This is an optimization exercise on Yosys and OpenROAD, whose aim is small area, a short achievable clock period and few clock cycles, not a production implementation.
Only simulation tests tie the RTL to the original design; equivalence was not proved.
Power and IR drop assume default switching activity.

**flow/design.v**
```verilog
module intq_mm (
    input  wire        clk,
    input  wire        rst,           
    input  wire        start,
    input  wire [2:0]  mode,          
    input  wire [15:0] rows,
    input  wire [15:0] cols,
    input  wire [31:0] src0,          
    input  wire [31:0] src1,          
    input  wire [31:0] bias_base,     
    input  wire [31:0] out_base,      
    input  wire [31:0] thr_base,      
    input  wire [15:0] thr_stride,
    input  wire [7:0]  z_a,
    input  wire [7:0]  z_out,
    input  wire [31:0] fold_m,
    input  wire [7:0]  fold_n,
    output wire        busy,
    output reg         done,
    output wire [31:0] result,
    output wire        mem_req,
    output wire        mem_we,
    output wire [31:0] mem_addr,
    output wire [31:0] mem_wdata,
    output wire [3:0]  mem_wstrb,
    input  wire        mem_gnt,
    input  wire        mem_rvalid,
    input  wire [31:0] mem_rdata
);
    localparam [1:0] S_IDLE = 2'd0, S_SET = 2'd1, S_RUN = 2'd2, S_SET0 = 2'd3;
    reg [1:0]  state;
    reg        pol, wb4, k2;
    reg [15:0] n_cols, n_rows;
    reg [7:0]  za;
    reg [3:0]  zo;
    reg [31:0] fm;
    reg [4:0]  n1s, n2s;           
    reg        rzero;              
    reg [17:0] tinc;               
    reg        h0a, h0b;           
    reg [1:0]  wdelta;             
    reg [1:0]  x0;                 
    wire [16:0] rb = wb4 ? ({1'b0, n_cols} + 17'd1) >> 1 : {1'b0, n_cols};    
    reg [31:2] wa0, wa1;           
    reg [31:0] rs1;                
    reg [31:2] sb0;                
    reg [31:2] bia;                
    reg [31:2] tw;                 
    reg        ht;                 
    reg [31:0] oa0, oa1;           
    reg [15:0] pinc;               
    reg        rfirst;             
    reg [17:0] rsinc;              
    assign result = oa1;           
    localparam [2:0] I_BIAS0 = 3'd0, I_BIAS1 = 3'd1, I_ACT0 = 3'd2, I_ACT1 = 3'd3, I_THR = 3'd4,
                     I_DONE = 3'd5;
    localparam [2:0] OP_BIAS = 3'd0, OP_WGT = 3'd1, OP_ACT0 = 3'd2, OP_ACT1 = 3'd3, OP_THR = 3'd4;
    localparam [2:0] P_WA0 = 3'd0, P_WA1 = 3'd1, P_ACT = 3'd2, P_BIA = 3'd3, P_TW = 3'd4,
                     P_TL = 3'd5, P_OA0 = 3'd6, P_OA1 = 3'd7;
    localparam TGW = 14;
    reg [2:0]  iph;
    reg        is_a1;              
    reg [15:0] ir;                 
    reg [15:0] k;                  
    reg [15:0] kr;                 
    reg        kz;                 
    reg [15:0] klast;              
    reg [15:0] dofs;               
    reg [15:0] kd;                 
    reg [15:0] rr;                 
    reg [2:0]  tk;                 
    reg        tl;                 
    reg [5:0]  wq0, wq1;           
    reg [1:0]  x1;                 
    reg        pht;                
    reg        swp;                
    reg        rq_claim;           
    reg [1:0]  wph;
    reg [7:0]  wb0, wb1;
    reg         pl_v, pl_we, pl_swp;
    reg [2:0]   pl_sel;
    reg [7:0]   pl_oh;             
    reg         pl_inc4;           
    reg         pl_tw, pl_tl;      
    reg [31:2]  pl_aa;             
    reg [TGW-1:0] pl_tag;
    reg [7:0]   pl_byte;
    reg        rq_v, rq_we;
    reg        sk_v, sk_we;        
    reg [31:2] sk_a;
    reg [3:0]  sk_strb;
    reg [7:0]  sk_byte;
    reg [31:2] rq_a;
    reg [3:0]  rq_strb;
    reg [7:0]  rq_byte;
    assign mem_req   = rq_v;
    assign mem_we    = rq_we;
    assign mem_addr  = {rq_a, 2'b00};
    assign mem_wdata = {4{rq_byte}};
    assign mem_wstrb = rq_strb;
    reg [TGW-1:0] tq [0:3];
    reg [1:0]  tq_wp, tq_rp;
    reg [2:0]  tq_n;
    reg [15:0] pr;                 
    wire       win8    = !wb4;
    wire [5:0] wq0p    = wq0 + 6'd1;
    wire [5:0] wq1p    = wq1 + 6'd1;
    wire       need_w0 = win8 ? (wq0p >= 6'd8) : (wq0p >= 6'd16);
    wire       need_w1 = win8 ? (wq1p >= 6'd8) : (wq1p >= 6'd16);
    wire [5:0] wstep   = win8 ? 6'd4 : 6'd8;
    wire [5:0] wq_init = win8 ? {4'b0010, x1} : {3'b010, x1, 1'b0};
    wire [1:0] x1n     = x1 + {rb[0], 1'b0};
    wire [15:0] k1     = k + 16'd1;
    wire        k_last = (kr == 16'd0);
    wire [2:0]  nwl    = k2 ? 3'd1 : 3'd7;     
    wire        tk_last = (tk == nwl);
    wire [15:0] ir2    = {ir[15:1] + 15'd1, 1'b0};
    wire        two    = (rr != 16'd1);        
    wire        pair_last = (rr[15:2] == 14'd0) && (rr[1:0] != 2'd3);
    wire        alo0 = !(kz && h0a);
    wire        ahi0 = !(k_last && (n_cols[0] ^ h0a));
    wire        alo1 = !(kz && h0b);
    wire        ahi1 = !(k_last && (n_cols[0] ^ h0b));
    wire [3:0]  woff  = win8 ? 4'd2 : 4'd4;
    wire [3:0]  pos00 = wq0[3:0] - {3'd0, h0a} - woff;
    wire [3:0]  pos01 = wq1[3:0] - {3'd0, h0a} - woff;
    wire [3:0]  pos10 = wq0[3:0] - {3'd0, h0b} - woff;
    wire [3:0]  pos11 = wq1[3:0] - {3'd0, h0b} - woff;
    wire [3:0]  tidx = {tk, 1'b0} - {3'd0, pht};
    wire [3:0]  tidh = {tk, 1'b1} - {3'd0, pht};
    wire        tvlo = !(tk == 3'd0 && pht) && (k2 ? tidx < 4'd3 : tidx < 4'd15);
    wire        tvhi = k2 ? tidh < 4'd3 : tidh < 4'd15;
    wire        thr_lane_last = (tl || !two);
    wire [15:0] thr_row = {ir[15:1], tl};
    wire        row_end_ok = !rq_claim || pol;
    wire        rq_free = !rq_v || mem_gnt;
    wire        pl_take = pl_v && !sk_v && (pl_we || tq_n != 3'd4);
    wire        pl_room = !pl_v || pl_take;
    wire [2:0]  tq_n_up = tq_n + ((pl_take && !pl_we) ? 3'd1 : 3'd0);
    wire [2:0]  tq_n_dn = tq_n_up - 3'd1;
    reg         nx_v, nx_we;
    reg [2:0]   nx_sel;
    wire [31:2] nx_aa = sb0 + {14'd0, is_a1 ? kd : k};
    reg [TGW-1:0] nx_tag;
    always @(*) begin
        nx_v   = 1'b0;
        nx_we  = 1'b0;
        nx_sel = P_WA0;
        nx_tag = {OP_WGT, 11'd0};
        if (state == S_RUN) begin
            if (wph != 2'd0) begin
                nx_v = 1'b1; nx_we = 1'b1; nx_sel = (wph == 2'd1) ? P_OA0 : P_OA1;
            end else begin
                case (iph)
                    I_BIAS0: begin
                        nx_v   = (n_cols != 16'd0) || two || row_end_ok;
                        nx_sel = P_BIA;
                        nx_tag = {OP_BIAS, 1'b0, swp, 7'd0, two, n_cols == 16'd0 && !two};
                    end
                    I_BIAS1: begin
                        nx_v   = (n_cols != 16'd0) || row_end_ok;
                        nx_sel = P_BIA;
                        nx_tag = {OP_BIAS, 1'b1, 1'b0, 7'd0, 1'b1, n_cols == 16'd0};
                    end
                    I_ACT0: begin
                        nx_v = 1'b1;
                        if (need_w0) begin
                            nx_sel = P_WA0;
                            nx_tag = {OP_WGT, 1'b0, 10'd0};
                        end else if (need_w1 && two) begin
                            nx_sel = P_WA1;
                            nx_tag = {OP_WGT, 1'b1, 10'd0};
                        end else begin
                            nx_sel = P_ACT;
                            nx_tag = {OP_ACT0, pos00, pos01, alo0, ahi0, 1'b0};
                        end
                    end
                    I_ACT1: begin
                        nx_v   = !k_last || row_end_ok;
                        nx_sel = P_ACT;
                        nx_tag = {OP_ACT1, pos10, pos11, alo1, ahi1, k_last};
                    end
                    I_THR: begin
                        nx_v   = !(tk_last && thr_lane_last && pair_last) ||
                                 (pr == thr_row && wph == 2'd0);
                        nx_sel = tk_last ? P_TL : P_TW;
                        nx_tag = {OP_THR, tl, tk == 3'd0, 2'd0, tidx, tvlo, tvhi, tk_last};
                    end
                    default: ;
                endcase
            end
        end
    end
    wire        plan = pl_room && nx_v;
    reg  [31:0] ad_a, ad_b;
    always @(*) begin
        ad_a = ({32{pl_oh[P_WA0]}} & {wa0, 2'b00}) | ({32{pl_oh[P_WA1]}} & {wa1, 2'b00}) |
               ({32{pl_oh[P_ACT]}} & {pl_aa, 2'b00}) | ({32{pl_oh[P_BIA]}} & {bia, 2'b00}) |
               ({32{pl_tw}}        & {tw, pl_tl & ht, 1'b0}) |
               ({32{pl_oh[P_OA0]}} & oa0)          | ({32{pl_oh[P_OA1]}} & oa1);
    end
    wire [31:0] ad_addr = ad_a;
    wire [31:2] wp_sel = ({30{pl_oh[P_WA0]}} & wa0) | ({30{pl_oh[P_WA1]}} & wa1) |
                         ({30{pl_oh[P_BIA]}} & bia) | ({30{pl_oh[P_TW]}}  & tw);
    wire [31:2] wp_inc = wp_sel + 30'd1;
    wire [31:0] ob_a   = ({32{pl_oh[P_TL]}}  & {tw, ht, 1'b0}) | ({32{pl_oh[P_OA0]}} & oa0) |
                         ({32{pl_oh[P_OA1]}} & oa1);
    wire [31:0] ob_b   = ({32{pl_oh[P_TL]}}  & {{14{tinc[17]}}, tinc}) |
                         ({32{pl_oh[P_OA0]}} & 32'd1) | ({32{pl_oh[P_OA1]}} & {16'd0, pinc});
    wire [31:0] ad_sum = ob_a + ob_b;
    wire [31:0] rs1_sum = rs1 + {14'd0, rsinc};
    reg  [TGW-1:0] t0;             
    wire [2:0]  t0_op  = t0[13:11];
    wire        t0_ln  = t0[10];
    wire        t0_swp = t0[9];
    reg         rv;
    reg [31:0]  d0;
    reg [47:0]  win0, win1;
    function [7:0] wsel;
        input [47:0] w;
        input [3:0]  p;
        input        nib;
        begin
            wsel = nib ? {4'd0, w[{p, 2'b00} +: 4]} : w[{p[2:0], 3'b000} +: 8];
        end
    endfunction
    wire [3:0]  q0 = t0[10:7];
    wire [3:0]  q1 = t0[6:3];
    wire [7:0]  w0lo = wsel(win0, q0, wb4);
    wire [7:0]  w0hi = wsel(win0, q0 + 4'd1, wb4);
    wire [7:0]  w1lo = wsel(win1, q1, wb4);
    wire [7:0]  w1hi = wsel(win1, q1 + 4'd1, wb4);
    wire [8:0]  z0lo = t0[2] ? ({1'b0, w0lo} - {1'b0, za}) : 9'd0;
    wire [8:0]  z0hi = t0[1] ? ({1'b0, w0hi} - {1'b0, za}) : 9'd0;
    wire [8:0]  z1lo = t0[2] ? ({1'b0, w1lo} - {1'b0, za}) : 9'd0;
    wire [8:0]  z1hi = t0[1] ? ({1'b0, w1hi} - {1'b0, za}) : 9'd0;
    reg         v1;
    reg [TGW-1:0] t1;
    reg [31:0]  d1;
    reg [8:0]   wa_lo, wa_hi, wb_lo, wb_hi;
    wire [2:0]  op1  = t1[13:11];
    wire        act1 = (op1 == OP_ACT0 || op1 == OP_ACT1);
    function [63:0] mac2cs;
        input [8:0]  x0, x1;
        input [15:0] a0, a1;
        reg   [31:0] v0, v1, v2, v3, v4, v5, v6, v7, v8, v9, v10, v11, v12, v13, v14, v15, v16, v17, v18;
        reg   [31:0] s0, c0, s1, c1, s2, c2, s3, c3, s4, c4, s5, c5, s6, c6, s7, c7, s8, c8, s9, c9, s10, c10, s11, c11, s12, c12, s13, c13, s14, c14, s15, c15, s16, c16;
        begin
            v0 = {16'd0, ({16{x0[0]}} & a0) ^ 16'h8000} << 0;
            v1 = {16'd0, ({16{x0[1]}} & a0) ^ 16'h8000} << 1;
            v2 = {16'd0, ({16{x0[2]}} & a0) ^ 16'h8000} << 2;
            v3 = {16'd0, ({16{x0[3]}} & a0) ^ 16'h8000} << 3;
            v4 = {16'd0, ({16{x0[4]}} & a0) ^ 16'h8000} << 4;
            v5 = {16'd0, ({16{x0[5]}} & a0) ^ 16'h8000} << 5;
            v6 = {16'd0, ({16{x0[6]}} & a0) ^ 16'h8000} << 6;
            v7 = {16'd0, ({16{x0[7]}} & a0) ^ 16'h8000} << 7;
            v8 = {16'd0, ({16{x0[8]}} & a0) ^ 16'h7fff} << 8;
            v9 = {16'd0, ({16{x1[0]}} & a1) ^ 16'h8000} << 0;
            v10 = {16'd0, ({16{x1[1]}} & a1) ^ 16'h8000} << 1;
            v11 = {16'd0, ({16{x1[2]}} & a1) ^ 16'h8000} << 2;
            v12 = {16'd0, ({16{x1[3]}} & a1) ^ 16'h8000} << 3;
            v13 = {16'd0, ({16{x1[4]}} & a1) ^ 16'h8000} << 4;
            v14 = {16'd0, ({16{x1[5]}} & a1) ^ 16'h8000} << 5;
            v15 = {16'd0, ({16{x1[6]}} & a1) ^ 16'h8000} << 6;
            v16 = {16'd0, ({16{x1[7]}} & a1) ^ 16'h8000} << 7;
            v17 = {16'd0, ({16{x1[8]}} & a1) ^ 16'h7fff} << 8;
            v18 = 32'hfe01_0200;    
            s0 = v0 ^ v1 ^ v2;
            c0 = ((v0 & v1) | (v0 & v2) | (v1 & v2)) << 1;
            s1 = v3 ^ v4 ^ v5;
            c1 = ((v3 & v4) | (v3 & v5) | (v4 & v5)) << 1;
            s2 = v6 ^ v7 ^ v8;
            c2 = ((v6 & v7) | (v6 & v8) | (v7 & v8)) << 1;
            s3 = v9 ^ v10 ^ v11;
            c3 = ((v9 & v10) | (v9 & v11) | (v10 & v11)) << 1;
            s4 = v12 ^ v13 ^ v14;
            c4 = ((v12 & v13) | (v12 & v14) | (v13 & v14)) << 1;
            s5 = v15 ^ v16 ^ v17;
            c5 = ((v15 & v16) | (v15 & v17) | (v16 & v17)) << 1;
            s6 = s0 ^ c0 ^ s1;
            c6 = ((s0 & c0) | (s0 & s1) | (c0 & s1)) << 1;
            s7 = c1 ^ s2 ^ c2;
            c7 = ((c1 & s2) | (c1 & c2) | (s2 & c2)) << 1;
            s8 = s3 ^ c3 ^ s4;
            c8 = ((s3 & c3) | (s3 & s4) | (c3 & s4)) << 1;
            s9 = c4 ^ s5 ^ c5;
            c9 = ((c4 & s5) | (c4 & c5) | (s5 & c5)) << 1;
            s10 = s6 ^ c6 ^ s7;
            c10 = ((s6 & c6) | (s6 & s7) | (c6 & s7)) << 1;
            s11 = c7 ^ s8 ^ c8;
            c11 = ((c7 & s8) | (c7 & c8) | (s8 & c8)) << 1;
            s12 = s9 ^ c9 ^ v18;
            c12 = ((s9 & c9) | (s9 & v18) | (c9 & v18)) << 1;
            s13 = s10 ^ c10 ^ s11;
            c13 = ((s10 & c10) | (s10 & s11) | (c10 & s11)) << 1;
            s14 = c11 ^ s12 ^ c12;
            c14 = ((c11 & s12) | (c11 & c12) | (s12 & c12)) << 1;
            s15 = s13 ^ c13 ^ s14;
            c15 = ((s13 & c13) | (s13 & s14) | (c13 & s14)) << 1;
            s16 = s15 ^ c15 ^ c14;
            c16 = ((s15 & c15) | (s15 & c14) | (c15 & c14)) << 1;
            mac2cs = {s16, c16};
        end
    endfunction
    wire [63:0] csa = mac2cs(wa_lo, wa_hi, d1[15:0], d1[31:16]);
    wire [63:0] csb = mac2cs(wb_lo, wb_hi, d1[15:0], d1[31:16]);
    reg         v2;
    reg [TGW-1:0] t2;
    reg [31:0]  sa_s, sa_c, sb_s, sb_c;    
    wire [2:0]  op2   = t2[13:11];
    wire        ln2   = t2[10];
    wire        last2 = t2[0];
    wire [31:0] d2    = {sb_s[15:0], sa_s[15:0]};
    reg [31:0]  a00, a01, a10, a11;
    reg [1:0]   cy00, cy01, cy10, cy11;
    reg         f0, f1;                
    reg [3:0]   lv0, lv1;
    reg         xfer;                  
    wire [31:0] a0s = a00;
    wire [31:0] a1s = a10;
    wire [1:0]  c0s = cy00;
    wire [1:0]  c1s = cy10;
    wire [17:0] a0l = {2'd0, a0s[15:0]} + {2'd0, sa_s[15:0]} + {2'd0, sa_c[15:0]};
    wire [17:0] a1l = {2'd0, a1s[15:0]} + {2'd0, sb_s[15:0]} + {2'd0, sb_c[15:0]};
    wire [15:0] a0h = a0s[31:16] + sa_s[31:16] + sa_c[31:16] + {14'd0, c0s};
    wire [15:0] a1h = a1s[31:16] + sb_s[31:16] + sb_c[31:16] + {14'd0, c1s};
    wire [31:0] a0n = {a0h, a0l[15:0]};
    wire [31:0] a1n = {a1h, a1l[15:0]};
    wire [3:0]  kmax = k2 ? 4'd3 : 4'd15;
    wire [3:0]  p2   = t2[6:3];
    wire [3:0]  p2h  = p2 + 4'd1;
    wire        vlo2 = t2[2];
    wire        vhi2 = t2[1];
    wire        frst = t2[9];
    wire [15:0] s0 = ln2 ? a10[15:0] : a00[15:0];
    wire [15:0] s1 = ln2 ? a11[15:0] : a01[15:0];
    wire        lt0_lo = $signed(s0) < $signed(d2[15:0]);
    wire        lt0_hi = $signed(s0) < $signed(d2[31:16]);
    wire        lt1_lo = $signed(s1) < $signed(d2[15:0]);
    wire        lt1_hi = $signed(s1) < $signed(d2[31:16]);
    reg  [3:0]  tl0, tl1;
    reg         tf0, tf1;
    always @(*) begin
        tl0 = frst ? kmax : lv0; tf0 = !frst && f0;
        if (!tf0 && vlo2 && lt0_lo) begin tl0 = p2; tf0 = 1'b1; end
        if (!tf0 && vhi2 && lt0_hi) begin tl0 = p2h; tf0 = 1'b1; end
        tl1 = frst ? kmax : lv1; tf1 = !frst && f1;
        if (!tf1 && vlo2 && lt1_lo) begin tl1 = p2; tf1 = 1'b1; end
        if (!tf1 && vhi2 && lt1_hi) begin tl1 = p2h; tf1 = 1'b1; end
    end
    wire        thr_ev = v2 && op2 == OP_THR && last2;
    localparam [2:0] R_IDLE = 3'd0, R_SHL = 3'd1, R_MUL = 3'd2, R_SHR = 3'd3, R_FIN = 3'd4, R_OUT = 3'd5;
    reg [2:0]   rph;
    reg [1:0]   rnum;              
    reg         rtwo;              
    reg [31:0]  rt;                
    reg [31:0]  rq1, rq2, rq3;     
    reg signed [32:0] rs;          
    reg [4:0]   rcnt;
    reg [3:0]   rl0, rl1;          
    wire [4:0]  rdig = {(rcnt[2:0] == 3'd7) ? rt[3] : 1'b0, rt[3:0]};
    function [73:0] mul32x5cs;
        input [31:0] m;
        input [4:0]  d;
        reg   [36:0] u0, u1, u2, u3, u4, u5, ya0, yb0, ya1, yb1, ya2, yb2, ya3, yb3;
        begin
            u0 = {5'd0, ({32{d[0]}} & m) ^ 32'h80000000} << 0;
            u1 = {5'd0, ({32{d[1]}} & m) ^ 32'h80000000} << 1;
            u2 = {5'd0, ({32{d[2]}} & m) ^ 32'h80000000} << 2;
            u3 = {5'd0, ({32{d[3]}} & m) ^ 32'h80000000} << 3;
            u4 = {5'd0, ({32{d[4]}} & m) ^ 32'h7fffffff} << 4;
            u5 = 37'h1080000010;    
            ya0 = u0 ^ u1 ^ u2;
            yb0 = ((u0 & u1) | (u0 & u2) | (u1 & u2)) << 1;
            ya1 = u3 ^ u4 ^ u5;
            yb1 = ((u3 & u4) | (u3 & u5) | (u4 & u5)) << 1;
            ya2 = ya0 ^ yb0 ^ ya1;
            yb2 = ((ya0 & yb0) | (ya0 & ya1) | (yb0 & ya1)) << 1;
            ya3 = ya2 ^ yb2 ^ yb1;
            yb3 = ((ya2 & yb2) | (ya2 & yb1) | (yb2 & yb1)) << 1;
            mul32x5cs = {ya3, yb3};
        end
    endfunction
    wire [73:0] rprod = mul32x5cs(fm, rdig);
    reg  [36:0] rp_s, rp_c;        
    wire [36:0] rsum  = {{4{rs[32]}}, rs} + rp_s + rp_c;
    wire signed [36:0] rnext = $signed(rsum) >>> 4;
    wire signed [32:0] rsh = rs >>> n2s;     
    wire        rbig = k2 ? (rsh[31:2] != 30'd0) : (rsh[31:4] != 28'd0);
    wire [3:0]  rv4 = rsh[32] ? 4'd0 : rbig ? kmax : rsh[3:0];
    wire [3:0]  rlev0 = rv4 + zo;
    wire [2:0]  r_first = rzero ? R_FIN : (n1s != 5'd0) ? R_SHL : R_MUL;
    wire [4:0]  rcnt_dn = rcnt - (rcnt[4:2] != 3'd0 ? 5'd4 : 5'd1);
    wire [3:0]  rlev  = k2 ? {2'b00, rlev0[1:0]} : rlev0;
    reg [7:0]   pb0, pb1;
    wire [15:0] pr1 = pr + 16'd1;
    wire [1:0]  slot = k2 ? pr[1:0] : {1'b0, pr[0]};
    wire        pk_full = (k2 ? (slot == 2'd3) : (slot == 2'd1)) || (pr1 == n_rows);
    wire        rq_ev_ok = (rph == R_OUT) && !(pk_full && wph != 2'd0);
    wire        pk_ev = thr_ev || rq_ev_ok;
    wire [3:0]  pl0 = pol ? tl0 : rl0;
    wire [3:0]  pl1 = pol ? tl1 : rl1;
    wire [2:0]  sh  = k2 ? {slot, 1'b0} : {slot[0], 2'b00};
    wire [7:0]  nb0 = (slot == 2'd0 ? 8'd0 : pb0) | ({4'd0, pl0} << sh);
    wire [7:0]  nb1 = (slot == 2'd0 ? 8'd0 : pb1) | ({4'd0, pl1} << sh);
    reg         busy_r;
    assign busy = busy_r;
    wire all_done = (iph == I_DONE) && (pr == n_rows) && (wph == 2'd0) && !pl_v && !sk_v && !rq_v;
    always @(posedge clk) begin
        done <= 1'b0;
        case (state)
            S_IDLE: begin
                pol    <= mode[0];
                wb4    <= mode[1];
                k2     <= mode[2];
                n_rows <= rows;
                n_cols <= cols;
                za     <= z_a;
                zo     <= z_out[3:0];
                fm     <= fold_m;
                n1s    <= fold_n[7] ? 5'd0 - fold_n[4:0] : 5'd0;
                n2s    <= fold_n[7] ? 5'd0 : fold_n[4:0];
                rzero  <= (fold_n[7] && (fold_n <= 8'hE0)) || (!fold_n[7] && (fold_n >= 8'd32)) ||
                          (fold_m == 32'd0);
                tinc   <= {1'b0, (thr_stride != 16'd0) ? thr_stride : (mode[2] ? 16'd3 : 16'd15), 1'b0};
                pl_sel <= P_OA1;
                pl_oh  <= 8'd1 << P_OA1;
                pl_inc4 <= 1'b0;
                pl_tw  <= 1'b0;
                pl_tl  <= 1'b0;
                rs1    <= src0;
                rfirst <= 1'b1;
                h0a    <= src1[1];
                h0b    <= src1[1] ^ cols[0];
                wdelta <= (cols[0] ? (mode[1] ? 2'd0 : 2'd3) : (src1[1] ? 2'd2 : 2'd0));
                wa0    <= src0[31:2];
                x0     <= src0[1:0];
                wq0    <= mode[1] ? {3'b010, src0[1:0], 1'b0} : {4'b0010, src0[1:0]};
                sb0    <= src1[31:2];
                bia    <= bias_base[31:2];
                tw     <= thr_base[31:2];
                ht     <= thr_base[1];
                pht    <= thr_base[1];
                oa0    <= out_base;
                oa1    <= out_base;
                ir     <= 16'd0;
                k      <= 16'd0;
                kz     <= 1'b1;
                rr     <= rows;
                tk     <= 3'd0;
                tl     <= 1'b0;
                swp    <= 1'b1;
                pr     <= 16'd0;
                iph    <= I_BIAS0;
                is_a1  <= 1'b0;
                if (start && rows == 16'd0) begin
                    done <= 1'b1;
                end else if (start) begin
                    state  <= S_SET0;
                    busy_r <= 1'b1;
                end
            end
            S_SET0: begin
                klast <= ({1'b0, n_cols} + {16'd0, h0a} - 17'd1) >> 1;
                kr    <= ({1'b0, n_cols} + {16'd0, h0a} - 17'd1) >> 1;
                dofs  <= ({1'b0, n_cols} + {16'd0, h0a}) >> 1;
                kd    <= ({1'b0, n_cols} + {16'd0, h0a}) >> 1;
                pinc  <= k2 ? ({1'b0, n_rows} + 17'd3) >> 2 : ({1'b0, n_rows} + 17'd1) >> 1;
                rsinc <= {1'b0, rb};
                x1    <= x0 + rb[1:0];
                wq1   <= wb4 ? {3'b010, x0 + rb[1:0], 1'b0} : {4'b0010, x0 + rb[1:0]};
                tinc  <= tinc - (k2 ? 18'd4 : 18'd28);
                state <= S_SET;
            end
            S_SET: begin
                oa1   <= ad_sum;
                pinc  <= 16'd1;
                state <= S_RUN;
            end
            S_RUN: if (all_done) begin
                state  <= S_IDLE;
                busy_r <= 1'b0;
                done   <= 1'b1;
            end
            default: state <= S_IDLE;
        endcase
        if (pl_take) begin
            sk_we   <= pl_we;
            sk_a    <= ad_addr[31:2];
            sk_strb <= pl_we ? (4'b0001 << ad_a[1:0]) : 4'b0000;
            sk_byte <= pl_byte;
        end
        if (rq_free) begin
            rq_v    <= sk_v || pl_take;
            rq_we   <= sk_v ? sk_we   : pl_we;
            rq_a    <= sk_v ? sk_a    : ad_addr[31:2];
            rq_strb <= sk_v ? sk_strb : (pl_we ? (4'b0001 << ad_a[1:0]) : 4'b0000);
            rq_byte <= sk_v ? sk_byte : pl_byte;
            sk_v    <= 1'b0;
        end else if (pl_take) begin
            sk_v    <= 1'b1;
        end
        if (pl_take) begin
            case (pl_sel)
                P_WA0: wa0 <= wp_inc;
                P_WA1: wa1 <= wp_inc;
                P_BIA: bia <= wp_inc;
                P_TW:  tw  <= wp_inc;
                P_TL:  begin tw <= ad_sum[31:2]; ht <= ad_sum[1]; end
                P_OA0: oa0 <= ad_sum;
                P_OA1: oa1 <= ad_sum;
                default: ;
            endcase
            if (pl_swp) begin
                if (!rfirst) wa0 <= wa1;
                rfirst <= 1'b0;
                rsinc  <= {1'b0, rb, 1'b0};
                rs1 <= rs1_sum;
                wa1 <= rs1_sum[31:2];
            end
            if (!pl_we) begin
                tq[tq_wp] <= pl_tag;
                tq_wp <= tq_wp + 2'd1;
            end
        end
        if (pl_take) pl_v <= 1'b0;
        tq_n <= (mem_rvalid && state == S_RUN) ? tq_n_dn : tq_n_up;
        if (mem_rvalid && state == S_RUN) tq_rp <= tq_rp + 2'd1;
        if (plan) begin
            pl_v    <= 1'b1;
            pl_we   <= nx_we;
            pl_sel  <= nx_sel;
            pl_oh   <= 8'd1 << nx_sel;
            pl_inc4 <= nx_sel == P_WA0 || nx_sel == P_WA1 || nx_sel == P_BIA || nx_sel == P_TW;
            pl_tw   <= nx_sel == P_TW || nx_sel == P_TL;
            pl_tl   <= nx_sel == P_TL;
            pl_aa   <= nx_aa;
            pl_tag  <= nx_tag;
            pl_byte <= (wph == 2'd1) ? wb0 : wb1;
            pl_swp  <= !nx_we && iph == I_BIAS0 && swp;
            if (nx_we) begin
                wph <= (wph == 2'd1) ? 2'd2 : 2'd0;
            end else begin
                case (iph)
                    I_BIAS0: begin
                        swp <= 1'b0;
                        if (two) iph <= I_BIAS1;
                        else if (n_cols != 16'd0) iph <= I_ACT0;
                        else if (pol) iph <= I_THR;
                        else begin
                            rq_claim <= 1'b1;
                            iph <= I_DONE;
                        end
                    end
                    I_BIAS1: begin
                        if (n_cols != 16'd0) iph <= I_ACT0;
                        else if (pol) iph <= I_THR;
                        else begin
                            rq_claim <= 1'b1;
                            ir  <= ir2;
                            rr  <= rr - 16'd2;
                            swp <= 1'b1;
                            x1  <= x1n;
                            wq0 <= wq1;
                            wq1 <= win8 ? {4'b0010, x1n} : {3'b010, x1n, 1'b0};
                            iph <= pair_last ? I_DONE : I_BIAS0;
                        end
                    end
                    I_ACT0: begin
                        if (need_w0)           wq0 <= wq0 - wstep;
                        else if (need_w1 && two) wq1 <= wq1 - wstep;
                        else begin
                            iph   <= I_ACT1;
                            is_a1 <= 1'b1;
                        end
                    end
                    I_ACT1: begin
                        is_a1 <= 1'b0;
                        if (k_last) begin
                            k   <= 16'd0;
                            kd  <= dofs;
                            kz  <= 1'b1;
                            kr  <= klast;
                            if (pol) begin
                                iph <= I_THR;
                                wq0 <= wq0 + 6'd2 + {{4{wdelta[1]}}, wdelta};
                                wq1 <= wq1 + 6'd2 + {{4{wdelta[1]}}, wdelta};
                            end else begin
                                rq_claim <= 1'b1;
                                ir  <= ir2;
                                rr  <= rr - 16'd2;
                                swp <= 1'b1;
                                x1  <= x1n;
                                wq0 <= wq1 + 6'd2 + {{4{wdelta[1]}}, wdelta};
                                wq1 <= win8 ? {4'b0010, x1n} : {3'b010, x1n, 1'b0};
                                iph <= pair_last ? I_DONE : I_BIAS0;
                            end
                        end else begin
                            k   <= k1;
                            kd  <= kd + 16'd1;
                            kz  <= 1'b0;
                            kr  <= kr - 16'd1;
                            wq0 <= wq0 + 6'd2;
                            wq1 <= wq1 + 6'd2;
                            iph <= I_ACT0;
                        end
                    end
                    I_THR: begin
                        if (tk_last) begin
                            tk  <= 3'd0;
                            pht <= pht ^ tinc[1];
                            if (!thr_lane_last) tl <= 1'b1;
                            else begin
                                tl  <= 1'b0;
                                ir  <= ir2;
                                rr  <= rr - 16'd2;
                                swp <= 1'b1;
                                x1  <= x1n;
                                wq0 <= wq1;
                                wq1 <= win8 ? {4'b0010, x1n} : {3'b010, x1n, 1'b0};
                                iph <= pair_last ? I_DONE : I_BIAS0;
                            end
                        end else begin
                            tk <= tk + 3'd1;
                        end
                    end
                    default: ;
                endcase
            end
        end
        v1 <= rv && t0_op != OP_WGT;
        t1 <= t0;
        rv <= mem_rvalid && state == S_RUN;
        d0 <= mem_rdata;
        if (mem_rvalid) t0 <= tq[tq_rp];
        d1 <= d0;
        wa_lo <= z0lo;
        wa_hi <= z0hi;
        wb_lo <= z1lo;
        wb_hi <= z1hi;
        if (rv && t0_op == OP_WGT) begin
            if (t0_ln) win1 <= {d0, win1[47:32]};
            else       win0 <= {d0, win0[47:32]};
        end
        if (rv && t0_op == OP_BIAS && t0_swp) win0 <= win1;
        v2  <= v1;
        t2  <= t1;
        sa_s <= act1 ? csa[63:32] : {16'd0, d1[15:0]};
        sa_c <= act1 ? csa[31:0]  : 32'd0;
        sb_s <= act1 ? csb[63:32] : {16'd0, d1[31:16]};
        sb_c <= act1 ? csb[31:0]  : 32'd0;
        xfer <= v2 && last2 && (op2 == OP_BIAS || op2 == OP_ACT1) && !pol;
        if (v2) begin
            case (op2)
                OP_BIAS: begin
                    if (ln2) begin a10 <= d2; a11 <= d2; cy10 <= 2'd0; cy11 <= 2'd0; end
                    else     begin a00 <= d2; a01 <= d2; cy00 <= 2'd0; cy01 <= 2'd0; end
                end
                OP_ACT0, OP_ACT1: begin
                    a00 <= a01; cy00 <= cy01; a01 <= a0n; cy01 <= a0l[17:16];
                    a10 <= a11; cy10 <= cy11; a11 <= a1n; cy11 <= a1l[17:16];
                end
                OP_THR: begin
                    lv0 <= tl0; f0 <= tf0;
                    lv1 <= tl1; f1 <= tf1;
                end
                default: ;
            endcase
        end
        case (rph)
            R_IDLE: if (xfer) begin
                rt   <= {a00[31:16] + {14'd0, cy00}, a00[15:0]};
                rq1  <= {a01[31:16] + {14'd0, cy01}, a01[15:0]};
                rq2  <= {a10[31:16] + {14'd0, cy10}, a10[15:0]};
                rq3  <= {a11[31:16] + {14'd0, cy11}, a11[15:0]};
                rtwo <= (pr1 != n_rows);
                rnum <= 2'd0;
                rs   <= 33'd0;
                rcnt <= n1s;
                rph  <= r_first;
            end
            R_SHL: begin
                rcnt <= rcnt_dn;
                rt   <= rcnt[4:2] != 3'd0 ? {rt[27:0], 4'd0} : {rt[30:0], 1'b0};
                if (rcnt_dn == 5'd0) rph <= R_MUL;
            end
            R_MUL: begin
                rp_s <= rprod[73:37];
                rp_c <= rprod[36:0];
                if (rcnt != 5'd0) rs <= rnext[32:0];
                rt   <= {4'd0, rt[31:4]};
                rcnt <= rcnt + 5'd1;
                if (rcnt[3]) begin
                    rcnt <= n2s;
                    rph  <= R_FIN;
                end
            end
            R_SHR: begin
                rcnt <= rcnt_dn;
                rs   <= rcnt[4:2] != 3'd0 ? rs >>> 4 : rs >>> 1;
                if (rcnt_dn == 5'd0) rph <= R_FIN;
            end
            R_FIN: begin
                rs   <= 33'd0;
                rcnt <= n1s;
                if (!rnum[0]) rl0 <= rlev;
                else          rl1 <= rlev;
                rt   <= rq1;
                rq1  <= rq2;
                rq2  <= rq3;
                rnum <= rnum + 2'd1;
                rph  <= rnum[0] ? R_OUT : r_first;
            end
            R_OUT: if (rq_ev_ok) begin
                if (rnum == 2'd2 && rtwo) begin
                    rph <= r_first;
                end else begin
                    rph      <= R_IDLE;
                    rq_claim <= 1'b0;
                end
            end
            default: rph <= R_IDLE;
        endcase
        if (pk_ev) begin
            pr <= pr1;
            if (pk_full) begin
                wb0 <= nb0;
                wb1 <= nb1;
                wph <= 2'd1;
            end else begin
                pb0 <= nb0;
                pb1 <= nb1;
            end
        end
        if (rst) begin
            state <= S_IDLE;
            busy_r <= 1'b0;
            done  <= 1'b0;
            rq_v  <= 1'b0;
            sk_v  <= 1'b0;
            pl_v  <= 1'b0;
            tq_wp <= 2'd0;
            tq_rp <= 2'd0;
            rv    <= 1'b0;
            tq_n  <= 3'd0;
            v1    <= 1'b0;
            v2    <= 1'b0;
            xfer  <= 1'b0;
            rph   <= R_IDLE;
            wph   <= 2'd0;
            iph   <= I_DONE;
            is_a1 <= 1'b0;
            rq_claim <= 1'b0;
        end
    end
endmodule
```
**flow/run.sh**
```bash
#!/bin/bash
# synth_recipe.tcl (not shown) runs the flow's synth.tcl, then flattens the netlist and writes it again
# the make line also repeats each setting of config.mk as NAME=value (left out here)
make -C /OpenROAD-flow-scripts/flow DESIGN_CONFIG=/design/flow/config.mk WORK_HOME=/design/flow/orfs CLKGATE_MAP_FILE= SYNTH_SCRIPT=/design/flow/synth_recipe.tcl finish
```
**flow/config.mk**
```make
export PLATFORM = sky130hd
export DESIGN_NAME = intq_mm
export DESIGN_NICKNAME = intq_mm
export VERILOG_FILES = /design/flow/design.v
export SDC_FILE = /design/flow/constraint.sdc
export NUM_CORES = 4
export LEC_CHECK = 0
export CAP_MARGIN = 20
export CORE_MARGIN = 2
export CORE_UTILIZATION = 40
export PLACE_DENSITY = 0.6
export SLEW_MARGIN = 20
```
**flow/constraint.sdc**
```tcl
create_clock -name core_clock -period 16.0 [get_ports {clk}]
set_input_delay 3.2000 -clock core_clock [delete_from_list [all_inputs] [get_ports {clk}]]
set_output_delay 3.2000 -clock core_clock [all_outputs]
set_load 0.01 [all_outputs]
```
==> run notes, run 1 <==
# TYPE chip_impl_metric gauge
chip_impl_info{name="status",value="timing/DRC/antenna clean"} 1
chip_impl_metric{name="synth.cell_area",unit="sq um"} 105000
chip_impl_metric{name="total_power",unit="mW"} 26.2
chip_impl_info{name="critPathCaptureType",value="flip-flop"} 1
chip_impl_metric{name="post-route-drc-count",unit=""} 0
chip_impl_metric{name="p_switching",unit="mW"} 12.0
chip_impl_info{name="tritoncts_clock_tree",value="done"} 1
chip_impl_metric{name="finalHoldWorstSlack",unit="ns"} 0.311
chip_impl_metric{name="power.density",unit="nW/um^2"} 223
chip_impl_metric{name="ant_nets_after_route",unit=""} 0
chip_impl_metric{name="finish.utilization",unit="%"} 45.3
chip_impl_info{name="yosys.area.top_type",value="sky130_fd_sc_hd__edfxtp_1"} 1
chip_impl_metric{name="synth_enable_flop_cells",unit=""} 986
chip_impl_metric{name="port_buffer_count",unit=""} 397
chip_impl_metric{name="fillers",unit=""} 24000
chip_impl_metric{name="hold_fix_buffer_count_after_cts",unit=""} 0
chip_impl_metric{name="seq_area_frac_synth",unit="%"} 38.9
chip_impl_info{name="ys.flop_type",value="sky130_fd_sc_hd__edfxtp_1"} 1
chip_impl_metric{name="share_of_final_layout_standard_cells_stronger_than_drive_strength_1",unit="%"} 7.66
chip_impl_metric{name="clk_latency",unit="ns"} 0.90
chip_impl_metric{name="intPower",unit="mW"} 14.2
chip_impl_metric{name="rr_worst_depth",unit=""} 14
chip_impl_info{name="synthTopCellsByArea",value="sky130_fd_sc_hd__edfxtp_1 28%, sky130_fd_sc_hd__fa_1 13%, sky130_fd_sc_hd__dfxtp_1 11%"} 1
chip_impl_metric{name="postCtsSetupRepairBufs",unit=""} 0
chip_impl_metric{name="post_synthesis_cells",unit=""} 10100
chip_impl_metric{name="rrSetupSlack",unit="ns"} 10.57
chip_impl_metric{name="final.setup.tns",unit="ns"} 0
chip_impl_info{name="root_buffer",value="sky130_fd_sc_hd__clkbuf_16"} 1
chip_impl_metric{name="vias_per_cell",unit=""} 5.72
chip_impl_metric{name="floorplan.die.width",unit="um"} 515
chip_impl_info{name="hold_path_end",value="t2[4]"} 1
chip_impl_metric{name="global_placer_s_final_weighted_congestion",unit=""} 0.947
chip_impl_metric{name="number_of_antenna_violations_at_the_first_check_in_global_routing",unit=""} 43
chip_impl_metric{name="clk_transition_reported_paths",unit="ns"} 0.06
chip_impl_metric{name="first_iter_violations",unit=""} 7780
chip_impl_metric{name="yosysWarningCount",unit=""} 1
chip_impl_metric{name="totalWireLength",unit="um"} 323000
chip_impl_metric{name="start_util",unit="%"} 40.3
chip_impl_metric{name="cts_bufs_inserted",unit=""} 185
chip_impl_metric{name="cts-root-to-sink-buffers",unit=""} 4
chip_impl_metric{name="ff_latch_area",unit="sq um"} 40700
chip_impl_metric{name="grt_usage",unit="%"} 23.9
chip_impl_metric{name="synth_seq_cells",unit=""} 1539
chip_impl_metric{name="hold_path_depth",unit=""} 0
chip_impl_metric{name="grt_overflow_total",unit=""} 0
chip_impl_info{name="rsz0062_at_grt",value="no"} 1
chip_impl_metric{name="clock_skew",unit="ns"} 0.0904
chip_impl_info{name="setup.worst_path.start_class",value="flip-flop"} 1
chip_impl_metric{name="power_leakage",unit="nW"} 46.5
chip_impl_info{name="synth_top_cells_by_count",value="1297 x sky130_fd_sc_hd__nand2_1, 986 x sky130_fd_sc_hd__edfxtp_1, 752 x sky130_fd_sc_hd__inv_1"} 1
chip_impl_info{name="synthMostInstantiatedCell",value="sky130_fd_sc_hd__nand2_1"} 1
chip_impl_metric{name="fmaxAchievable",unit="MHz"} 184
chip_impl_metric{name="grt_start_max_net_pins",unit=""} 118
chip_impl_metric{name="critPathMaxFanout",unit=""} 48
chip_impl_metric{name="drt_first_pass_iters",unit=""} 10
chip_impl_metric{name="critPathArrivalTime",unit="ns"} 6.13
chip_impl_metric{name="post-route-period-util",unit="%"} 34.0
chip_impl_metric{name="route.vias.total",unit=""} 79200
chip_impl_metric{name="cts-resized-gates",unit=""} 0
chip_impl_metric{name="total_half_perimeter_wirelength_after_legalization_and_detailed_placement",unit="um"} 241000
chip_impl_metric{name="power.switching_fraction",unit="%"} 45.9
chip_impl_info{name="crit-reg2reg-launch",value="pl_oh[7]"} 1
chip_impl_metric{name="worst_slew_margin_rel",unit="%"} 12.3
chip_impl_metric{name="avgRoutedWirePerCell",unit="um"} 23.3
chip_impl_metric{name="height_of_the_die",unit="um"} 515
chip_impl_metric{name="dieArea",unit="sq um"} 265000
chip_impl_metric{name="clkPwrFrac",unit="%"} 16.2
chip_impl_metric{name="via_count_of_the_first_global_routing_pass",unit=""} 78400
chip_impl_metric{name="timing.final.setup_violations",unit=""} 0
chip_impl_metric{name="timing.final.hold_violations",unit=""} 0
chip_impl_metric{name="power.share.sequential",unit="%"} 25.3
chip_impl_metric{name="rows",unit=""} 187
chip_impl_metric{name="postSynthAreaPerCell",unit="sq um"} 10.3
chip_impl_info{name="holdCritPathClass",value="flip-flop to flip-flop"} 1
chip_impl_metric{name="worstPathRequired",unit="ns"} 16.69
chip_impl_metric{name="yosys_cell_types",unit=""} 110
chip_impl_info{name="worst_reg2reg_endpoint",value="oa1[26]"} 1
chip_impl_metric{name="worst_slew_pin_slew",unit="ns"} 1.32
chip_impl_metric{name="number_of_h_tree_branching_levels",unit=""} 4
chip_impl_metric{name="comb_power_share",unit="%"} 58.5
chip_impl_metric{name="synth-async-reset-ratio",unit="%"} 0
chip_impl_metric{name="fin_crit",unit="ns"} 5.43
chip_impl_metric{name="multiInputGateArea",unit="sq um"} 59000
chip_impl_metric{name="final_report_max_slew_violation_count",unit=""} 0
chip_impl_metric{name="design.portCount",unit=""} 408
chip_impl_metric{name="vdd_ir_drop_max",unit="uV"} 167
chip_impl_metric{name="synthToLayoutAreaGrowth",unit="%"} 12.6
chip_impl_info{name="timing.hold.worst.start",value="t1[4]"} 1
chip_impl_info{name="timing_worst_setup_path_type",value="flip-flop to flip-flop"} 1
chip_impl_metric{name="max_cap_viol_count",unit=""} 0
chip_impl_metric{name="synth_top_area_share",unit="%"} 28.3
chip_impl_metric{name="coreArea",unit="sq um"} 260000
chip_impl_metric{name="layout.nets",unit=""} 11800
chip_impl_metric{name="grt_first_pass_wirelength",unit="um"} 488000
chip_impl_metric{name="tritoncts_num_sinks",unit=""} 1539
cell families after synthesis:
logic type,count (synthesis),share of synthesized area [%]
simple gates,3178,14.6
compound gates,1933,12.0
flops,1539,38.9
buf+inv,1304,4.85
fa+ha+maj,1236,19.7
mux,514,6.45
xor+xnor,424,3.55
other cells,1,0.00359
metrics by stage:
step | cells | instance area, sq um | setup WS, ns
final | 13900 | 118000 | 10.57
after global routing | 13900 | 118000 | 10.46
after CTS | 13800 | 118000 | 10.68
after detailed placement | 13500 | 112000 | 10.82
after global placement | 13500 | 112000 | 10.84
after floorplan | 10100 | 105000 | 9.37
cell type report:
type	instances	area share, %
Clock buffer	261	4.51
Tap cell	3402	3.62
Multi-Input combinational cell	7287	50.1
Clock inverter	72	0.612
Inverter	760	2.42
Sequential cell	1539	34.6
Antenna cell	24	0.0510
Timing Repair Buffer	514	4.13
how the worst max path moves through the flow:
stage / startpoint / end / slack, ns / cells after the start
floorplan: rph[0] / rs[0] / 9.37 / 5
global placement: rows[13] / busy_r / 10.84 / 9
detailed placement: pl_oh[7] / oa1[26] / 10.82 / 14
CTS: rq_v / mem_req / 10.68 / 1
global route: pl_oh[7] / oa1[26] / 10.46 / 14
finish: pl_oh[7] / oa1[26] / 10.57 / 14
flip-flops by register name, summed over array words and instances, names as in the netlist, 33 cells and up:
register and count:
rp_c 33, rp_s 36, tq 56, rs 33, win0 48, win1 48
power by group through the flow:
stage	sequential [mW]	clock [mW]	combinational, mW
2_1_floorplan	6.03	0	11.0
3_3_place_gp	6.65	0	14.8
3_5_place_dp	6.67	0	15.2
4_1_cts	6.60	4.33	15.3
5_1_grt	6.72	4.48	17.5
6_report	6.64	4.25	15.3
critical path, cell delays in order (launching register included):
cell                       delay [ns]
sky130_fd_sc_hd__edfxtp_1        0.41
sky130_fd_sc_hd__buf_4           0.33
sky130_fd_sc_hd__a22oi_1         0.44
sky130_fd_sc_hd__inv_1           0.18
sky130_fd_sc_hd__ha_1            0.29
sky130_fd_sc_hd__fa_1            0.50
sky130_fd_sc_hd__a211oi_1        0.31
sky130_fd_sc_hd__nor2_1          0.14
sky130_fd_sc_hd__o311a_1         0.38
sky130_fd_sc_hd__a2111o_1        0.45
sky130_fd_sc_hd__a31oi_2         0.43
sky130_fd_sc_hd__o21ai_1         0.18
sky130_fd_sc_hd__a221oi_1        0.32
sky130_fd_sc_hd__xor2_1          0.67
sky130_fd_sc_hd__o22ai_1         0.19
cells in the final DEF, fill, tap and decap left out, drive strengths merged, types with 24 or more instances in the layout:
cell	count
ha	558
a22o	26
a222oi	53
nand2	1300
clkdlybuf4s50	396
mux2i	224
a21oi	453
dfxtp	553
or2	24
nand3	194
diode	24
nor3	122
clkinv	55
a221oi	34
clkbuf	263
xnor2	246
a211oi	121
mux4	110
o22ai	93
o31ai	36
o211ai	57
a22oi	112
fa	678
a31oi	76
inv	763
nor2b	87
xor2	178
and2	582
buf	114
edfxtp	986
nor2	507
o21a	41
a21o	91
nand2b	57
o21ai	513
mux2	180
or3	42
nor4	47
and3	89
nand4	54
layer usage:
layer  up-vias  GRT usage, %  share of wire [%]
met4         4          7.52                3.0
met3       481          3.96                8.1
met2      3227          35.3                 43
met5         -             0             0.0068
met1     39600          35.3                 46
li1      35900             -                  -
Testbench counts, summed over its fixed seeds: cycles 73,245.
==> run 2: changes to the inputs <==
--- a/flow/design.v
+++ b/flow/design.v
@@ -240,11 +240,11 @@
     reg [8:0]   wa_lo, wa_hi, wb_lo, wb_hi;
     wire [2:0]  op1  = t1[13:11];
     wire        act1 = (op1 == OP_ACT0 || op1 == OP_ACT1);
-    function [63:0] mac2cs;
+    function [51:0] mac2cs;
         input [8:0]  x0, x1;
         input [15:0] a0, a1;
-        reg   [31:0] v0, v1, v2, v3, v4, v5, v6, v7, v8, v9, v10, v11, v12, v13, v14, v15, v16, v17, v18;
-        reg   [31:0] s0, c0, s1, c1, s2, c2, s3, c3, s4, c4, s5, c5, s6, c6, s7, c7, s8, c8, s9, c9, s10, c10, s11, c11, s12, c12, s13, c13, s14, c14, s15, c15, s16, c16;
+        reg   [31:0] v0, v1, v2, v3, v4, v5, v6, v7, v8, v9, v10, v11, v12, v13, v14, v15, v16, v17;
+        reg   [31:0] s0, c0, s1, c1, s2, c2, s3, c3, s4, c4, s5, c5, s6, c6, s7, c7, s8, c8, s9, c9, s10, c10, s11, c11, s12, c12, s13, c13, s14, c14, s15, c15;
         begin
             v0 = {16'd0, ({16{x0[0]}} & a0) ^ 16'h8000} << 0;
             v1 = {16'd0, ({16{x0[1]}} & a0) ^ 16'h8000} << 1;
@@ -264,7 +264,6 @@
             v15 = {16'd0, ({16{x1[6]}} & a1) ^ 16'h8000} << 6;
             v16 = {16'd0, ({16{x1[7]}} & a1) ^ 16'h8000} << 7;
             v17 = {16'd0, ({16{x1[8]}} & a1) ^ 16'h7fff} << 8;
-            v18 = 32'hfe01_0200;    
             s0 = v0 ^ v1 ^ v2;
             c0 = ((v0 & v1) | (v0 & v2) | (v1 & v2)) << 1;
             s1 = v3 ^ v4 ^ v5;
@@ -289,24 +288,23 @@
             c10 = ((s6 & c6) | (s6 & s7) | (c6 & s7)) << 1;
             s11 = c7 ^ s8 ^ c8;
             c11 = ((c7 & s8) | (c7 & c8) | (s8 & c8)) << 1;
-            s12 = s9 ^ c9 ^ v18;
-            c12 = ((s9 & c9) | (s9 & v18) | (c9 & v18)) << 1;
-            s13 = s10 ^ c10 ^ s11;
-            c13 = ((s10 & c10) | (s10 & s11) | (c10 & s11)) << 1;
-            s14 = c11 ^ s12 ^ c12;
-            c14 = ((c11 & s12) | (c11 & c12) | (s12 & c12)) << 1;
-            s15 = s13 ^ c13 ^ s14;
-            c15 = ((s13 & c13) | (s13 & s14) | (c13 & s14)) << 1;
-            s16 = s15 ^ c15 ^ c14;
-            c16 = ((s15 & c15) | (s15 & c14) | (c15 & c14)) << 1;
-            mac2cs = {s16, c16};
+            s12 = s10 ^ c10 ^ s11;
+            c12 = ((s10 & c10) | (s10 & s11) | (c10 & s11)) << 1;
+            s13 = c11 ^ s9 ^ c9;
+            c13 = ((c11 & s9) | (c11 & c9) | (s9 & c9)) << 1;
+            s14 = s12 ^ c12 ^ s13;
+            c14 = ((s12 & c12) | (s12 & s13) | (c12 & s13)) << 1;
+            s15 = s14 ^ c14 ^ c13;
+            c15 = ((s14 & c14) | (s14 & c13) | (c14 & c13)) << 1;
+            mac2cs = {s15[25:0], c15[25:0]};
         end
     endfunction
-    wire [63:0] csa = mac2cs(wa_lo, wa_hi, d1[15:0], d1[31:16]);
-    wire [63:0] csb = mac2cs(wb_lo, wb_hi, d1[15:0], d1[31:16]);
+    wire [51:0] csa = mac2cs(wa_lo, wa_hi, d1[15:0], d1[31:16]);
+    wire [51:0] csb = mac2cs(wb_lo, wb_hi, d1[15:0], d1[31:16]);
     reg         v2;
     reg [TGW-1:0] t2;
-    reg [31:0]  sa_s, sa_c, sb_s, sb_c;    
+    reg [25:0]  sa_s, sa_c, sb_s, sb_c;    
+    localparam [31:0] MAC_K = 32'hfe01_0200;    
     wire [2:0]  op2   = t2[13:11];
     wire        ln2   = t2[10];
     wire        last2 = t2[0];
@@ -320,10 +318,10 @@
     wire [31:0] a1s = a10;
     wire [1:0]  c0s = cy00;
     wire [1:0]  c1s = cy10;
-    wire [17:0] a0l = {2'd0, a0s[15:0]} + {2'd0, sa_s[15:0]} + {2'd0, sa_c[15:0]};
-    wire [17:0] a1l = {2'd0, a1s[15:0]} + {2'd0, sb_s[15:0]} + {2'd0, sb_c[15:0]};
-    wire [15:0] a0h = a0s[31:16] + sa_s[31:16] + sa_c[31:16] + {14'd0, c0s};
-    wire [15:0] a1h = a1s[31:16] + sb_s[31:16] + sb_c[31:16] + {14'd0, c1s};
+    wire [17:0] a0l = {2'd0, a0s[15:0]} + {2'd0, sa_s[15:0]} + {2'd0, sa_c[15:0]} + {2'd0, MAC_K[15:0]};
+    wire [17:0] a1l = {2'd0, a1s[15:0]} + {2'd0, sb_s[15:0]} + {2'd0, sb_c[15:0]} + {2'd0, MAC_K[15:0]};
+    wire [15:0] a0h = a0s[31:16] + {6'd0, sa_s[25:16]} + {6'd0, sa_c[25:16]} + MAC_K[31:16] + {14'd0, c0s};
+    wire [15:0] a1h = a1s[31:16] + {6'd0, sb_s[25:16]} + {6'd0, sb_c[25:16]} + MAC_K[31:16] + {14'd0, c1s};
     wire [31:0] a0n = {a0h, a0l[15:0]};
     wire [31:0] a1n = {a1h, a1l[15:0]};
     wire [3:0]  kmax = k2 ? 4'd3 : 4'd15;
@@ -645,10 +643,10 @@
         if (rv && t0_op == OP_BIAS && t0_swp) win0 <= win1;
         v2  <= v1;
         t2  <= t1;
-        sa_s <= act1 ? csa[63:32] : {16'd0, d1[15:0]};
-        sa_c <= act1 ? csa[31:0]  : 32'd0;
-        sb_s <= act1 ? csb[63:32] : {16'd0, d1[31:16]};
-        sb_c <= act1 ? csb[31:0]  : 32'd0;
+        sa_s <= act1 ? csa[51:26] : {10'd0, d1[15:0]};
+        sa_c <= act1 ? csa[25:0]  : 26'd0;
+        sb_s <= act1 ? csb[51:26] : {10'd0, d1[31:16]};
+        sb_c <= act1 ? csb[25:0]  : 26'd0;
         xfer <= v2 && last2 && (op2 == OP_BIAS || op2 == OP_ACT1) && !pol;
         if (v2) begin
             case (op2)
@@ -695,11 +693,6 @@
                     rph  <= R_FIN;
                 end
             end
-            R_SHR: begin
-                rcnt <= rcnt_dn;
-                rs   <= rcnt[4:2] != 3'd0 ? rs >>> 4 : rs >>> 1;
-                if (rcnt_dn == 5'd0) rph <= R_FIN;
-            end
             R_FIN: begin
                 rs   <= 33'd0;
                 rcnt <= n1s;
==> run 2 against run 1 <==
First-iteration DRC count grew 5.2%. Die area fell by 0.74%. Synthesized cell count decreased by 1.0%. Worst hold slack better by 0.013 ns. Area after synthesis shrank 0.74%. Largest cell class unchanged.
==> run notes, run 2 <==
# TYPE chip_impl_metric gauge
chip_impl_info{name="status",value="timing/DRC/antenna clean"} 1
chip_impl_metric{name="number_of_h_tree_branching_levels",unit=""} 4
chip_impl_metric{name="cts_bufs_inserted",unit=""} 186
chip_impl_metric{name="avgRoutedWirePerCell",unit="um"} 23.0
chip_impl_info{name="synthMostInstantiatedCell",value="sky130_fd_sc_hd__nand2_1"} 1
chip_impl_info{name="timing.critical_path.cells",value="buf_4, mux2_2, or2_2, mux4_2, nor4_1, a31oi_1, o32ai_1, and3_2, a31o_2, inv_1, ha_1, a21o_1, a21oi_1, xor2_1, nor3b_1, and3_1, or3b_1"} 1
chip_impl_info{name="regMostFlops",value="tq"} 1
chip_impl_metric{name="fin_crit",unit="ns"} 5.24
chip_impl_info{name="layout_common_cells",value="1335 x sky130_fd_sc_hd__nand2_1, 986 x sky130_fd_sc_hd__edfxtp_1, 739 x sky130_fd_sc_hd__inv_1"} 1
chip_impl_metric{name="multiInputGateArea",unit="sq um"} 58300
chip_impl_metric{name="critPathMaxFanout",unit=""} 59
chip_impl_metric{name="timing.final.setup_violations",unit=""} 0
chip_impl_metric{name="cts-root-to-sink-buffers",unit=""} 4
chip_impl_metric{name="synthToLayoutAreaGrowth",unit="%"} 12.8
chip_impl_metric{name="share_of_final_layout_standard_cells_stronger_than_drive_strength_1",unit="%"} 8.01
chip_impl_metric{name="number_of_antenna_violations_at_the_first_check_in_global_routing",unit=""} 35
chip_impl_metric{name="totalWireLength",unit="um"} 317000
chip_impl_metric{name="timing.critical_path.slowest_cell_delay",unit="ns"} 0.57
chip_impl_metric{name="placed_cells_incl_taps",unit=""} 13400
chip_impl_metric{name="start_util",unit="%"} 40.1
chip_impl_info{name="tritoncts_clock_tree",value="done"} 1
chip_impl_metric{name="via_count_of_the_first_global_routing_pass",unit=""} 77300
chip_impl_info{name="critical_path.slowest_cell",value="sky130_fd_sc_hd__buf_4"} 1
chip_impl_metric{name="port_buffer_count",unit=""} 397
chip_impl_metric{name="synth_seq_cells",unit=""} 1536
chip_impl_info{name="root_buffer",value="sky130_fd_sc_hd__clkbuf_16"} 1
chip_impl_metric{name="ff_latch_area",unit="sq um"} 40600
chip_impl_metric{name="floorplan.die.width",unit="um"} 513
chip_impl_metric{name="grt_overflow_total",unit=""} 0
chip_impl_metric{name="vdd_ir_drop_max",unit="uV"} 155
chip_impl_metric{name="power_leakage",unit="nW"} 45.7
chip_impl_metric{name="synth_compound_gate_area_share",unit="%"} 11.3
chip_impl_metric{name="number_of_flip_flops_under_the_largest_register_name",unit=""} 56
chip_impl_metric{name="post_layout_nonfiller_instances",unit=""} 13700
chip_impl_metric{name="timing.final.hold_violations",unit=""} 0
chip_impl_metric{name="fmaxAchievable",unit="MHz"} 191
chip_impl_metric{name="synth_top_area_share",unit="%"} 28.5
chip_impl_metric{name="post_synthesis_cells",unit=""} 10000
chip_impl_metric{name="post-route-period-util",unit="%"} 32.7
chip_impl_metric{name="synth-adder-area-share",unit="%"} 19.7
chip_impl_metric{name="tritoncts_num_sinks",unit=""} 1536
chip_impl_info{name="holdCritPathClass",value="flip-flop to flip-flop"} 1
chip_impl_metric{name="finish.utilization",unit="%"} 45.2
chip_impl_metric{name="rows",unit=""} 187
chip_impl_metric{name="design.portCount",unit=""} 408
chip_impl_metric{name="final_report_max_slew_violation_count",unit=""} 0
chip_impl_metric{name="power.density",unit="nW/um^2"} 223
chip_impl_metric{name="ant_nets_after_route",unit=""} 0
chip_impl_metric{name="fillers",unit=""} 24000
chip_impl_metric{name="total_power",unit="mW"} 26.1
chip_impl_metric{name="critPathArrivalTime",unit="ns"} 5.81
chip_impl_metric{name="worst_slew_pin_slew",unit="ns"} 1.34
chip_impl_metric{name="post-route-drc-count",unit=""} 0
chip_impl_metric{name="route.vias.total",unit=""} 78300
chip_impl_metric{name="grt_start_max_net_pins",unit=""} 97
chip_impl_metric{name="hold_path_depth",unit=""} 0
chip_impl_metric{name="first_iter_violations",unit=""} 8183
chip_impl_metric{name="final.setup.tns",unit="ns"} 0
chip_impl_info{name="timing.hold.worst.start",value="t1[9]"} 1
chip_impl_metric{name="height_of_the_die",unit="um"} 513
chip_impl_metric{name="worst_slew_margin_rel",unit="%"} 10.7
chip_impl_metric{name="synth.cell_area",unit="sq um"} 104000
chip_impl_metric{name="vias_per_cell",unit=""} 5.69
chip_impl_metric{name="total_half_perimeter_wirelength_after_legalization_and_detailed_placement",unit="um"} 236000
chip_impl_metric{name="yosysWarningCount",unit=""} 1
chip_impl_info{name="timing_worst_setup_path_type",value="flip-flop to flip-flop"} 1
chip_impl_metric{name="synth_xor_area_share",unit="%"} 3.65
chip_impl_metric{name="post_synth_and_or_nand_nor_area_fraction",unit="%"} 14.8
chip_impl_info{name="crit-reg2reg-launch",value="n2s[0]"} 1
chip_impl_metric{name="max_cap_viol_count",unit=""} 0
chip_impl_metric{name="dieArea",unit="sq um"} 264000
chip_impl_metric{name="layout.nets",unit=""} 11700
chip_impl_metric{name="worstPathRequired",unit="ns"} 16.58
chip_impl_metric{name="hold_fix_buffer_count_after_cts",unit=""} 0
chip_impl_metric{name="rrSetupSlack",unit="ns"} 10.76
chip_impl_info{name="final_common_cell",value="sky130_fd_sc_hd__nand2_1"} 1
chip_impl_metric{name="coreArea",unit="sq um"} 259000
chip_impl_info{name="synth_top_cells_by_count",value="1336 x sky130_fd_sc_hd__nand2_1, 986 x sky130_fd_sc_hd__edfxtp_1, 742 x sky130_fd_sc_hd__inv_1"} 1
chip_impl_metric{name="grt_first_pass_wirelength",unit="um"} 479000
chip_impl_metric{name="rr_worst_depth",unit=""} 17
chip_impl_info{name="synth_top_family_by_area",value="adder cells"} 1
chip_impl_metric{name="synth-async-reset-ratio",unit="%"} 0
chip_impl_metric{name="postCtsSetupRepairBufs",unit=""} 0
chip_impl_metric{name="postSynthAreaPerCell",unit="sq um"} 10.4
chip_impl_metric{name="cts-resized-gates",unit=""} 0
chip_impl_metric{name="drt_first_pass_iters",unit=""} 10
chip_impl_info{name="rsz0062_at_grt",value="no"} 1
chip_impl_metric{name="yosys_cell_types",unit=""} 104
chip_impl_metric{name="seq_area_frac_synth",unit="%"} 39.1
chip_impl_metric{name="synth_enable_flop_cells",unit=""} 986
chip_impl_info{name="top_regs",value="tq (56), win0 (48), win1 (48)"} 1
chip_impl_metric{name="clk_latency",unit="ns"} 0.89
chip_impl_metric{name="clock_skew",unit="ns"} 0.0884
chip_impl_metric{name="global_placer_s_final_weighted_congestion",unit=""} 0.950
chip_impl_info{name="yosys.area.top_type",value="sky130_fd_sc_hd__edfxtp_1"} 1
chip_impl_metric{name="clk_transition_reported_paths",unit="ns"} 0.06
chip_impl_info{name="hold_path_end",value="t2[9]"} 1
chip_impl_metric{name="grt_usage",unit="%"} 23.5
chip_impl_info{name="critPathCaptureType",value="flip-flop"} 1
chip_impl_info{name="setup.worst_path.start_class",value="flip-flop"} 1
chip_impl_info{name="worst_reg2reg_endpoint",value="rl1[3]"} 1
chip_impl_info{name="ys.flop_type",value="sky130_fd_sc_hd__edfxtp_1"} 1
chip_impl_metric{name="synth.area.mux_share",unit="%"} 6.55
chip_impl_info{name="synthTopCellsByArea",value="sky130_fd_sc_hd__edfxtp_1 29%, sky130_fd_sc_hd__fa_1 13%, sky130_fd_sc_hd__dfxtp_1 11%"} 1
-- run 2: how the worst max path moves through the flow --
| stage | start | endpoint | slack [ns] | cells after the start |
|---|---|---|---|---|
| finish | n2s[0] | rl1[3] | 10.76 | 17 |
| global route | n2s[0] | rl0[3] | 10.48 | 17 |
| CTS | rq_v | mem_req | 10.69 | 1 |
| detailed placement | rows[11] | busy_r | 10.64 | 9 |
| global placement | rows[11] | busy_r | 10.63 | 9 |
| floorplan | state[0] | pl_oh[0] | 10.63 | 7 |
-- run 2: cell families after synthesis --
| kind of cell | count (synthesis) |
|---|---|
| AOI/OAI and AO/OA | 1818 |
| xor gates and xnor gates | 432 |
| adders and majority gates | 1229 |
| buffers and inverters | 1295 |
| DFF | 1536 |
| muxes | 509 |
| other | 1 |
| and+or+nand+nor | 3204 |
-- run 2: power breakdown --
part / internal (mW) / switching (mW) / leakage, nW
Combinational: 6.14 / 8.96 / 29.0
Clock: 2.56 / 1.74 / 3.00
Sequential: 5.47 / 1.23 / 13.7
Total: 14.2 / 11.9 / 45.7
-- run 2: stage by stage --
stage                     cell area [sq um]  worst slack (ns)  hold slack, ns
after floorplan                      104000             10.63           0.310
after global routing                 117000             10.48           0.326
after global placement               111000             10.63           0.312
after detailed placement             111000             10.64           0.312
after CTS                            117000             10.69           0.318
final                                117000             10.76           0.325
-- run 2: metal layers --
metal | global-route usage (%) | routed length [um] | vias up | share of wire (%)
met5 | 0 | 93 | - | 0.029
met4 | 6.77 | 9260 | 16 | 2.9
met3 | 3.88 | 26500 | 475 | 8.4
met2 | 34.2 | 133000 | 3273 | 42
met1 | 35.6 | 148000 | 39000 | 47
li1 | - | - | 35500 | -
-- run 2: area by class of cell --
class / count / share of cell area (%)
repair buffers: 522 / 4.22
clock buffers: 241 / 4.41
inverters: 748 / 2.40
diodes: 10 / 0.0214
clock inverters: 90 / 0.828
multi-input cells: 7194 / 49.8
well taps: 3402 / 3.64
flip-flops and latches: 1536 / 34.7
-- run 2: worst max-delay path, delay by kind of cell (launching register included) --
family	cells	cell delay, ns
xor gates and xnor gates	1	0.14
DFF	1	0.33
and+or+nand+nor	6	1.68
adders and majority gates	1	0.26
buffers and inverters	2	0.62
muxes	2	0.98
AOI/OAI and AO/OA	5	0.95
Testbench counts of run 2, summed over its fixed seeds: cycles 73,245.

==> static timing again, ports no longer ideal <==
In the flow no input, the clock included, has a driving cell. The finished layouts below were timed again as built, in two steps. Step 1 assumes that a clkbuf_16 drives the clock port and a buf_2 every other input. Step 2, shift: input delay + t, output delay - t, t = (earliest + latest rising clock arrival at the registers) / 2. This alone moves slack from input paths to output paths. Three values: no drivers, after step 1, after step 2; two values: the first two.
run	shift t [ns]	slack for setup (ns)	cell pins on the clock port's net
run 1	0.944	10.567 / 10.567 / 10.567	1
run 2	0.937	10.764 / 10.676 / 10.567	1
After both steps setup and hold are still met in every run listed. For run 2, which loses most, drivers alone change the setup slack by -0.088 ns; drivers and shift together by -0.197 ns.
